From an optimization exercise on the open Yosys and OpenROAD flow, aimed at small area; shortcuts taken in it are not production practice.
In this exercise RTL edits were held to simulation tests only and were not proved equivalent to the original.
Power figures rest on the tool's default switching activity, not on a simulated workload.

==> try-harbor <==
==> flow/design.v <==
module ttt_core (
    input  wire        clk,
    input  wire        rst,
    input  wire        cmd_valid,
    input  wire [23:0] cmd,
    input  wire [8:0]  pos_bus,
    input  wire        pos_ovr,
    output reg         DATA,
    output reg         CLOCK,
    output wire        CS,
    output wire        turn_p1,
    output wire        turn_p2,
    output wire        cmd_ready,
    output wire [1:0]  st_outcome,
    output wire        st_next,
    output wire [3:0]  st_moves,
    output wire [17:0] st_board,
    output wire [63:0] st_rows
);
    localparam [2:0] M_IDLE = 3'd0;          
    localparam [2:0] M_WAIT = 3'd1;          
    localparam [2:0] M_WR   = 3'd2;          
    localparam [2:0] M_ROW  = 3'd3;          
    localparam [2:0] M_CLR  = 3'd4;          
    localparam [2:0] M_INIT = 3'd5;          
    localparam [2:0] M_PLAY = 3'd6;          
    reg [63:0] rows;                         
    reg [17:0] cells;                        
    reg [2:0]  mode;
    reg [15:0] opw;                          
    reg [3:0]  fr;                           
    reg [4:0]  kb;                           
    reg [1:0]  sb;                           
    wire busy = mode[2] | mode[1];
    wire [8:0] c1, c2, occ;
    genvar g;
    generate
        for (g = 0; g < 9; g = g + 1) begin : g_cell
            assign c1[g] = cells[2*g];
            assign c2[g] = cells[2*g+1];
        end
    endgenerate
    assign occ = c1 | c2;
    wire [3:0] moves = occ[0] + occ[1] + occ[2] + occ[3] + occ[4] +
                       occ[5] + occ[6] + occ[7] + occ[8];
    wire par = moves[0];
    function automatic lines;
        input [8:0] c;
        lines = (c[0] & c[1] & c[2]) | (c[3] & c[4] & c[5]) |
                (c[6] & c[7] & c[8]) | (c[0] & c[3] & c[6]) |
                (c[1] & c[4] & c[7]) | (c[2] & c[5] & c[8]) |
                (c[0] & c[4] & c[8]) | (c[6] & c[4] & c[2]);
    endfunction
    wire p1win  = lines(c1);
    wire p2win  = lines(c2);
    wire full   = &occ;
    wire inprog = !(p1win | p2win | full);
    assign CS         = !(busy & kb[4] & sb[1]);
    assign cmd_ready  = (mode == M_IDLE);
    assign st_outcome = {p2win | (full & !p1win), p1win | (full & !p2win)};
    assign st_next    = par;
    assign st_moves   = moves;
    assign st_board   = cells;
    assign st_rows    = rows;
    assign turn_p1    = inprog & !par;
    assign turn_p2    = inprog &  par;
    wire [3:0] op  = cmd[23:20];
    wire [7:0] ca  = cmd[15:8];
    wire [7:0] cb  = cmd[7:0];
    wire       acc = (mode == M_IDLE) & cmd_valid;
    wire       mvs = (mode == M_WAIT) & (pos_ovr | (|pos_bus));
    wire a_lt3 = (ca[7:2] == 6'd0) & (ca[1:0] != 2'd3);
    wire b_lt3 = (cb[7:2] == 6'd0) & (cb[1:0] != 2'd3);
    wire a_lt8 = (ca[7:3] == 5'd0);
    wire b_lt8 = (cb[7:3] == 5'd0);
    wire [8:0] selc, sel;
    generate
        for (g = 0; g < 9; g = g + 1) begin : g_sel
            assign selc[g] = a_lt3 & b_lt3 & (ca[1:0] == g / 3) & (cb[1:0] == g % 3);
        end
    endgenerate
    assign sel = (mode == M_WAIT) ? (pos_ovr ? 9'h100 : pos_bus) : selc;
    wire play = mvs | (acc & (op == 4'h7));
    wire mv   = play & inprog & (|(sel & ~occ));
    wire [2:0] bi = {sel[6] | sel[7] | sel[8], sel[3] | sel[4] | sel[5], sel[0] | sel[1] | sel[2]};
    wire [2:0] bj = {sel[2] | sel[5] | sel[8], sel[1] | sel[4] | sel[7], sel[0] | sel[3] | sel[6]};
    wire orig_a = (bi[0] & ((bj[0] & rows[8*0+6]) | (bj[1] & rows[8*0+3]) | (bj[2] & rows[8*0+0]))) |
                  (bi[1] & ((bj[0] & rows[8*3+6]) | (bj[1] & rows[8*3+3]) | (bj[2] & rows[8*3+0]))) |
                  (bi[2] & ((bj[0] & rows[8*6+6]) | (bj[1] & rows[8*6+3]) | (bj[2] & rows[8*6+0])));
    wire orig_b = (bi[0] & ((bj[0] & rows[8*1+6]) | (bj[1] & rows[8*1+3]) | (bj[2] & rows[8*1+0]))) |
                  (bi[1] & ((bj[0] & rows[8*4+6]) | (bj[1] & rows[8*4+3]) | (bj[2] & rows[8*4+0]))) |
                  (bi[2] & ((bj[0] & rows[8*7+6]) | (bj[1] & rows[8*7+3]) | (bj[2] & rows[8*7+0])));
    wire row_clr = acc & ((op == 4'h2) | (op == 4'h5));
    wire row_set = acc & (op == 4'h4) & a_lt8;
    wire row_pix = acc & (op == 4'h3) & a_lt8 & b_lt8;
    wire [7:0] rsel = 8'd1 << ca[2:0];
    wire [7:0] psel = 8'h80 >> cb[2:0];      
    wire       clrall = rst | row_clr;
    wire       wr_set = row_set | row_pix;
    wire [7:0] d_col  = {8{~clrall}} & (row_set ? cb : row_pix ? {8{cmd[16]}} : 8'hFF);
    wire [7:0] c_set  = {8{row_set}} | ({8{row_pix}} & psel);
    wire [7:0] c_mv0, c_mv1;
    generate
        for (g = 0; g < 8; g = g + 1) begin : g_col
            if (g % 3 == 2) begin : g_none
                assign c_mv0[g] = 1'b0;
                assign c_mv1[g] = 1'b0;
            end else begin : g_mark
                assign c_mv0[g] = mv & bj[(7-g)/3] & ((g % 3 == 1) | !par);
                assign c_mv1[g] = mv & bj[(7-g)/3] & ((g % 3 == 0) | !par);
            end
        end
    endgenerate
    wire [7:0] c_all0 = {8{clrall}} | c_set | c_mv0;
    wire [7:0] c_all1 = {8{clrall}} | c_set | c_mv1;
    wire [7:0] c_all2 = {8{clrall}} | c_set;
    reg  [7:0]  r_on;
    reg  [63:0] n_rows;
    integer r, m, k;
    always @(*) begin
        for (r = 0; r < 8; r = r + 1) begin
            r_on[r] = clrall | (wr_set & rsel[r]) | ((r % 3) != 2 && mv && bi[r/3]);
            for (m = 0; m < 8; m = m + 1)
                n_rows[8*r+m] = (r_on[r] & ((r % 3 == 0) ? c_all0[m] :
                                            (r % 3 == 1) ? c_all1[m] : c_all2[m]))
                                ? d_col[m] : rows[8*r+m];
        end
    end
    wire [3:0] kk   = kb[3:0];
    wire [2:0] kc   = kk[2:0];               
    wire       spec = (mode == M_INIT) & fr[3];
    reg  [2:0] rr;                           
    always @(*) begin
        case (mode)
            M_ROW:   rr = opw[10:8];
            M_PLAY:  rr = {opw[9], opw[8], 1'b0} + {1'b0, opw[9:8]} + {2'b00, fr[1]};
            default: rr = fr[2:0];
        endcase
    end
    wire [3:0] raddr = {1'b0, rr} + 4'd1;
    reg [15:0] sword;                        
    always @(*) begin
        case (fr[2:0])
            3'd4:    sword = 16'h0900;
            3'd5:    sword = 16'h0B07;
            3'd6:    sword = 16'h0C01;
            3'd7:    sword = 16'h0F00;
            default: sword = {8'h0A, 4'h0, opw[3:0]};
        endcase
    end
    wire [5:0] rbit_i  = {rr, ~kc};
    wire       rbit    = rows[rbit_i];
    wire [1:0] pj      = opw[1:0];
    wire       ovr     = (mode == M_PLAY) & !fr[0] &
                         (kc == ({pj, 1'b0} + {1'b0, pj} + 3'd1));
    wire       ovr_bit = fr[1] ? opw[3] : opw[2];
    wire [15:0] rword  = {4'h0, raddr, 8'h00};
    wire wbit = (mode == M_WR) ? opw[4'd15 - kk] :
                spec           ? sword[4'd15 - kk] :
                kk[3]          ? (ovr ? ovr_bit : rbit) :
                                 rword[4'd15 - kk];
    wire fend = (kb[4] & sb[1]);
    wire last = (mode == M_WR) | (mode == M_ROW) |
                ((mode == M_CLR)  & (fr == 4'd7)) |
                ((mode == M_INIT) & (fr == 4'd8)) |
                ((mode == M_PLAY) & (fr[1:0] == 2'd3));
    wire [3:0] fr_nx = ((mode == M_PLAY) & !par) ? {fr[3:2], 2'b11} : fr + 4'd1;
    reg [2:0] n_mode;
    always @(*) begin
        n_mode = mode;
        if (busy) begin
            if (fend & last) n_mode = M_IDLE;
        end else if (mode == M_WAIT) begin
            if (mvs) n_mode = mv ? M_PLAY : M_IDLE;
        end else if (cmd_valid) begin
            case (op)
                4'h1: n_mode = M_WR;
                4'h2: n_mode = M_INIT;
                4'h3: n_mode = (a_lt8 & b_lt8) ? M_ROW : M_IDLE;
                4'h4: n_mode = a_lt8 ? M_ROW : M_IDLE;
                4'h5: n_mode = M_CLR;
                4'h7: n_mode = mv ? M_PLAY : M_IDLE;
                4'h9: n_mode = M_WAIT;
                default: n_mode = M_IDLE;
            endcase
        end
    end
    always @(posedge clk)
        rows <= n_rows;
    always @(posedge clk) begin
        if (rst) begin
            cells <= 18'd0;
            mode  <= M_IDLE;
            DATA  <= 1'b0;
            CLOCK <= 1'b0;
        end else begin
            mode <= n_mode;
            if (acc & (op == 4'h6))
                cells <= 18'd0;
            else if (mv)
                for (k = 0; k < 9; k = k + 1)
                    if (sel[k]) cells[2*k +: 2] <= par ? 2'b10 : 2'b01;
            if (busy) begin
                case (sb)
                    2'd0: if (kb != 5'd0) CLOCK <= 1'b1;
                    2'd1: if (!kb[4]) DATA <= wbit;
                    default: if (!kb[4]) CLOCK <= 1'b0;
                endcase
            end
        end
    end
    always @(posedge clk) begin
        if (busy) begin
            if (fend) begin
                kb <= 5'd0;
                sb <= 2'd0;
                fr <= fr_nx;
            end else if (sb[1]) begin
                kb <= kb + 5'd1;
                sb <= 2'd0;
            end else begin
                sb <= sb + 2'd1;
            end
        end else begin
            kb <= 5'd0;
            sb <= 2'd0;
            fr <= {{2{op == 4'h2 && mode != M_WAIT}}, 1'b0,
                   par & (mode == M_WAIT || op == 4'h7)};
            opw <= {cmd[15:10],
                    (mode == M_WAIT) ? bi[2:1] : cmd[9:8],
                    cmd[7:4],
                    play ? {orig_b, orig_a} : cmd[3:2],
                    (mode == M_WAIT) ? bj[2:1] : cmd[1:0]};
        end
    end
endmodule
==> flow/flow/run.sh <==
#!/bin/bash
# Standard layout, with single-drive port buffers and a lighter clock tree.
set -euo pipefail
cd "$(dirname "$0")/.."
bash standard.sh \
  "BUFFER_PORTS_ARGS=-buffer_cell sky130_fd_sc_hd__buf_1" \
  "CTS_ARGS=-sink_clustering_enable -repair_clock_nets -buf_list sky130_fd_sc_hd__clkbuf_4 -dont_use_dummy_load" \
  finish > standard_flow.log 2>&1
==> flow/standard.sh <==
#!/bin/bash
# synth_recipe.tcl (not shown) runs the flow's synth.tcl, then flattens the netlist and writes it again
# the make line also repeats each setting of config.mk as NAME=value (left out here)
make -C /OpenROAD-flow-scripts/flow DESIGN_CONFIG=/design/flow/config.mk WORK_HOME=/design/flow/orfs CLKGATE_MAP_FILE= SYNTH_SCRIPT=/design/flow/synth_recipe.tcl "${@:-finish}"
==> flow/config.mk <==
export PLATFORM = sky130hd
export DESIGN_NAME = ttt_core
export DESIGN_NICKNAME = ttt_core
export VERILOG_FILES = /design/flow/design.v
export SDC_FILE = /design/flow/constraint.sdc
export NUM_CORES = 4
export LEC_CHECK = 0
export CAP_MARGIN = 20
export CORE_MARGIN = 2
export CORE_UTILIZATION = 30
export SLEW_MARGIN = 20
==> flow/constraint.sdc <==
create_clock -name core_clock -period 15.0 [get_ports {clk}]
set_input_delay 3.0000 -clock core_clock [delete_from_list [all_inputs] [get_ports {clk}]]
set_output_delay 3.0000 -clock core_clock [all_outputs]
set_load 0.01 [all_outputs]
==> try-maple: changes against try-harbor <==
--- a/flow/design.v
+++ b/flow/design.v
@@ -8,5 +8,5 @@
     output reg         DATA,
     output reg         CLOCK,
-    output wire        CS,
+    output reg         CS,
     output wire        turn_p1,
     output wire        turn_p2,
@@ -56,5 +56,4 @@
     wire full   = &occ;
     wire inprog = !(p1win | p2win | full);
-    assign CS         = !(busy & kb[4] & sb[1]);
     assign cmd_ready  = (mode == M_IDLE);
     assign st_outcome = {p2win | (full & !p1win), p1win | (full & !p2win)};
@@ -96,34 +95,21 @@
     wire [7:0] rsel = 8'd1 << ca[2:0];
     wire [7:0] psel = 8'h80 >> cb[2:0];      
-    wire       clrall = rst | row_clr;
-    wire       wr_set = row_set | row_pix;
-    wire [7:0] d_col  = {8{~clrall}} & (row_set ? cb : row_pix ? {8{cmd[16]}} : 8'hFF);
-    wire [7:0] c_set  = {8{row_set}} | ({8{row_pix}} & psel);
-    wire [7:0] c_mv0, c_mv1;
-    generate
-        for (g = 0; g < 8; g = g + 1) begin : g_col
-            if (g % 3 == 2) begin : g_none
-                assign c_mv0[g] = 1'b0;
-                assign c_mv1[g] = 1'b0;
-            end else begin : g_mark
-                assign c_mv0[g] = mv & bj[(7-g)/3] & ((g % 3 == 1) | !par);
-                assign c_mv1[g] = mv & bj[(7-g)/3] & ((g % 3 == 0) | !par);
+    reg [63:0] n_rows;
+    integer r, m, k;
+    always @(*) begin
+        for (r = 0; r < 8; r = r + 1)
+            for (m = 0; m < 8; m = m + 1) begin
+                n_rows[8*r+m] = rows[8*r+m];
+                if (row_set & rsel[r])
+                    n_rows[8*r+m] = cb[m];
+                if (row_pix & rsel[r] & psel[m])
+                    n_rows[8*r+m] = cmd[16];
+                if (mv && (r % 3) != 2 && (m % 3) != 2 && bi[r/3] && bj[(7-m)/3]) begin
+                    if (!par || ((r % 3) == 0 && (m % 3) == 1) || ((r % 3) == 1 && (m % 3) == 0))
+                        n_rows[8*r+m] = 1'b1;
+                end
+                if (row_clr)
+                    n_rows[8*r+m] = 1'b0;
             end
-        end
-    endgenerate
-    wire [7:0] c_all0 = {8{clrall}} | c_set | c_mv0;
-    wire [7:0] c_all1 = {8{clrall}} | c_set | c_mv1;
-    wire [7:0] c_all2 = {8{clrall}} | c_set;
-    reg  [7:0]  r_on;
-    reg  [63:0] n_rows;
-    integer r, m, k;
-    always @(*) begin
-        for (r = 0; r < 8; r = r + 1) begin
-            r_on[r] = clrall | (wr_set & rsel[r]) | ((r % 3) != 2 && mv && bi[r/3]);
-            for (m = 0; m < 8; m = m + 1)
-                n_rows[8*r+m] = (r_on[r] & ((r % 3 == 0) ? c_all0[m] :
-                                            (r % 3 == 1) ? c_all1[m] : c_all2[m]))
-                                ? d_col[m] : rows[8*r+m];
-        end
     end
     wire [3:0] kk   = kb[3:0];
@@ -186,14 +172,15 @@
         end
     end
-    always @(posedge clk)
-        rows <= n_rows;
     always @(posedge clk) begin
         if (rst) begin
+            rows  <= 64'd0;
             cells <= 18'd0;
             mode  <= M_IDLE;
             DATA  <= 1'b0;
             CLOCK <= 1'b0;
+            CS    <= 1'b1;
         end else begin
             mode <= n_mode;
+            rows <= n_rows;
             if (acc & (op == 4'h6))
                 cells <= 18'd0;
@@ -203,7 +190,16 @@
             if (busy) begin
                 case (sb)
-                    2'd0: if (kb != 5'd0) CLOCK <= 1'b1;
-                    2'd1: if (!kb[4]) DATA <= wbit;
-                    default: if (!kb[4]) CLOCK <= 1'b0;
+                    2'd0: begin
+                        if (kb == 5'd0) CS <= 1'b1;
+                        else CLOCK <= 1'b1;
+                    end
+                    2'd1: begin
+                        if (kb[4]) CS <= 1'b0;
+                        else DATA <= wbit;
+                    end
+                    default: begin
+                        if (kb[4]) CS <= 1'b1;
+                        else CLOCK <= 1'b0;
+                    end
                 endcase
             end
==> flow/run.sh (new file) <==
#!/bin/bash
# synth_recipe.tcl (not shown) runs the flow's synth.tcl, then flattens the netlist and writes it again
# the make line also repeats each setting of config.mk as NAME=value (left out here)
make -C /OpenROAD-flow-scripts/flow DESIGN_CONFIG=/design/flow/config.mk WORK_HOME=/design/flow/orfs CLKGATE_MAP_FILE= SYNTH_SCRIPT=/design/flow/synth_recipe.tcl finish
removed: flow/flow/run.sh
removed: flow/standard.sh
==> qor summary <==
quantity                                                                     try-maple                try-harbor
End point of the critical path                                             st_moves[1]                   turn_p2
Area share of buffers outside the clock network                                  14.1%                     6.49%
Per-cell routed wire length                                                    22.8 um                   20.9 um
XOR/XNOR share of the synthesized area                                          0.762%                    0.886%
Synth Instances                                                                    940                       690
# clk buffers                                                                       22                        17
Share of total power in combinational logic                                       8.9%                     13.5%
Mapped cell area                                                         0.00804 sq mm             0.00692 sq mm
First-pass detailed-route iteration total                                            8                         5
Depth of the most critical reg-to-reg path                                           9                         8
Post-detailed-placement half-perimeter wirelength                            22,400 um                 16,900 um
Ratio of final minimum period to clock period                                    47.4%                     48.6%
Remaining max-slew budget at the tightest pin                                    25.0%                     35.8%
Library cell with the highest instance count after synthesis  sky130_fd_sc_hd__dfxtp_1  sky130_fd_sc_hd__a21oi_1
Area after DPL                                                           0.00960 sq mm             0.00762 sq mm
Outcome                                                                 finished clean            finished clean

-- separate check: timing with driven ports --
The flow's constraints put no driver on any port. The routed layouts listed below were extracted and timed again, unchanged, in two steps.
Step 1: set_driving_cell puts a clkbuf_16 on clk and a buf_2 on each other input, an assumption about the parent block.
Step 2, shift: input delay + t, output delay - t, t = (earliest + latest rising clock arrival at the registers) / 2. This alone moves slack from input paths to output paths.
Slacks: no drivers / after step 1 / after step 2; pairs: no drivers / after step 1.
run	t (ns)	slack for setup (ns)	worst data-port slew with drivers (ns)	pins driven straight from the clock port
try-harbor	0.550	7.708 / 7.664 / 8.198	0.07	1
try-maple	0.469	7.890 / 7.842 / 7.779	0.07	1
After both steps setup and hold are still met in every run listed. The setup slack of try-maple, which loses most, moves by -0.048 ns with the drivers and by -0.111 ns with both steps.
